What follows belongs to an exercise in optimizing a design on an open flow for small area, a short achievable clock period and few clock cycles; a production flow would make more cautious choices. Function was checked by simulation only, so behaviour that the tests miss may differ from the original. The clock port is modelled as an ideal driver; clocking choices that lean on that would not hold on a real chip. Power is estimated from default activity; no workload was simulated.

## fpp
module fpp (
    input  wire         clk,
    input  wire         rst,           
    input  wire         in_valid,
    output wire         in_ready,
    input  wire [2:0]   in_kind,
    input  wire [7:0]   in_data,
    output wire [3:0]   status,
    output wire [6:0]   rxlen,
    output wire [191:0] sb             
);
==> flow/config.mk <==
export PLATFORM = sky130hd
export DESIGN_NAME = fpp
export DESIGN_NICKNAME = fpp
export VERILOG_FILES = /design/flow/design.v
export SDC_FILE = /design/flow/constraint.sdc
export NUM_CORES = 4
export LEC_CHECK = 0
export CAP_MARGIN = 20
export CORE_MARGIN = 2
export CORE_UTILIZATION = 55
export SETUP_SLACK_MARGIN = 3.85
export SLEW_MARGIN = 20
==> flow/constraint.sdc <==
create_clock -name core_clock -period 6.0 [get_ports {clk}]
set_input_delay 1.2000 -clock core_clock [delete_from_list [all_inputs] [get_ports {clk}]]
set_output_delay 1.2000 -clock core_clock [all_outputs]
set_load 0.01 [all_outputs]
standard.sh (not shown) runs the stock make flow with config.mk's settings and CLKGATE_MAP_FILE= SYNTH_SCRIPT=/design/flow/synth_recipe.tcl, a recipe that flattens the netlist after the stock synthesis.
==> flow/flow/run.sh <==
#!/bin/bash
# The standard layout (standard.sh) with three changes:
#  - the port buffers are buf_1 cells instead of the slow delay cells that
#    buffer_ports picks by default;
#  - the clock tree uses larger sink clusters of clkbuf_16 (fewer buffers);
#  - after CTS, the clock port drives the tree's second level directly and
#    the root buffer is removed (clk_root.tcl), one buffer fewer on every
#    register's clock path.
# Each step writes its full output to a log file of its own here.
set -euo pipefail
export BUFFER_PORTS_ARGS="-buffer_cell sky130_fd_sc_hd__buf_1"
export CTS_ARGS="-sink_clustering_enable -repair_clock_nets -buf_list sky130_fd_sc_hd__clkbuf_16 -sink_clustering_size 25 -sink_clustering_max_diameter 100 -sink_buffer_max_cap_derate 1.0"
bash standard.sh cts > make_to_cts.log 2>&1
R=orfs/results/${FLOW_PLATFORM}/fpp/base
ODB_IN=$R/4_1_cts.odb ODB_OUT=$R/4_1_cts.odb openroad -no_init -exit flow/clk_root.tcl > clk_root.log 2>&1
cp $R/4_1_cts.odb $R/4_cts.odb
bash standard.sh finish > make_finish.log 2>&1
==> flow/flow/clk_root.tcl <==
read_db $::env(ODB_IN)
set block [ord::get_db_block]
set clknet [[$block findBTerm clk] getNet]
set roots {}
foreach it [$clknet getITerms] { lappend roots $it }
if {[llength $roots] != 1} { puts "clock port drives [llength $roots] pins; nothing done"; write_db $::env(ODB_OUT); exit }
set root [[lindex $roots 0] getInst]
set rootnet ""
foreach it [$root getITerms] { if {[$it isOutputSignal]} { set rootnet [$it getNet] } }
set loads {}
set ok 1
foreach it [$rootnet getITerms] {
  if {![$it isInputSignal]} continue
  lappend loads $it
  if {![string match "sky130_fd_sc_hd__clkbuf*" [[[$it getInst] getMaster] getName]]} { set ok 0 }
}
if {!$ok || [llength $loads] > 4 || [llength $loads] == 0} { puts "root drives [llength $loads] pins (all buffers: $ok); nothing done"; write_db $::env(ODB_OUT); exit }
foreach it $loads { $it disconnect; $it connect $clknet }
puts "removed root [$root getName]: [llength $loads] buffers now driven by the clock port"
odb::dbInst_destroy $root
odb::dbNet_destroy $rootnet
write_db $::env(ODB_OUT)
The first run completed without violations.
Testbench counts at the start, summed over its fixed seeds: cycles 15,751.
Then changed:
CORE_UTILIZATION = 65   (was 55)
SETUP_SLACK_MARGIN = 3.75   (was 3.85)
Effect: Hold slack loses 0.0075 ns; synthesized area does not change; cell count drops by 5.9%; setup slack improved by 0.058 ns; first-iteration DRC count came out lower by about 34%; total power goes down by 1.1%; die area is lower by 15%.
Then changed:
==> flow/flow/run.sh (replaced) <==
#!/bin/bash
# The standard layout (standard.sh) with two changes:
#  - the port buffers are buf_1 cells instead of the slow delay cells that
#    buffer_ports picks by default;
#  - the clock tree uses larger sink clusters of clkbuf_16 (fewer buffers).
set -euo pipefail
export BUFFER_PORTS_ARGS="-buffer_cell sky130_fd_sc_hd__buf_1"
export CTS_ARGS="-sink_clustering_enable -repair_clock_nets -buf_list sky130_fd_sc_hd__clkbuf_16 -sink_clustering_size 30 -sink_clustering_max_diameter 100 -sink_buffer_max_cap_derate 1.0"
bash standard.sh finish > flow_make.log 2>&1
CORE_UTILIZATION = 55   (was 65)
removed: flow/flow/clk_root.tcl
The new run completed with no timing, DRC or antenna violations.
Global-route usage fell by 2.9 points.
Sequential share of layout area fell by 1.4 points.
Setup slack gets worse by 0.088 ns.
Area after synthesis stays the same.
Fmax fell by 3.8%.
Hold slack barely changes.
Total power is about the same.
Non-clock buffer count rose by 3.
Flip-flop and latch count is unchanged.
Then changed:
CORE_UTILIZATION = 70   (was 55)
PLACE_DENSITY = 0.75   (was default)
SETUP_SLACK_MARGIN = 3.6   (was 3.75)
Die area falls by about a fifth.
Register-to-register slack hardly moves.
Fmax came out lower slightly.
Setup slack got worse by 0.017 ns.
First-iteration DRC count decreases by about a fifth.
Via count rises slightly.
Power went down slightly.
Core utilization rises by 16 points.
Synthesized cell count is unchanged.
Sequential share of layout area goes up by 2.6 points.
Area after synthesis is unchanged.

## separate check: timing with driven ports
The flow's constraints put no driver on any port. The routed layouts listed below were extracted and timed again, unchanged, in two steps. Step 1 assumes that a clkbuf_16 drives the clock port and a buf_2 every other input. Step 2, shift: input delay + t, output delay - t, t = (earliest + latest rising clock arrival at the registers) / 2. This alone moves slack from input paths to output paths. Slacks: ideal / step 1 / step 2; pairs: ideal / step 1.
run | shift t [ns] | slack for setup (ns) | hold slack, ns | clock arrival spread, ns
the first run | 0.457 | 3.707 / 3.716 / 3.259 | 0.432 / 0.432 / 0.432 | 0.027 / 0.028
the second run | 0.448 | 3.765 / 3.775 / 3.334 | 0.424 / 0.424 / 0.424 | 0.024 / 0.024
the third run | 0.557 | 3.678 / 3.630 / 3.261 | 0.425 / 0.425 / 0.425 | 0.032 / 0.032
the fourth run | 0.553 | 3.661 / 3.616 / 3.147 | 0.431 / 0.431 / 0.431 | 0.022 / 0.023
After both steps setup and hold are still met in every run listed. For the fourth run, which loses most, drivers alone change the setup slack by -0.045 ns; drivers and shift together by -0.514 ns.
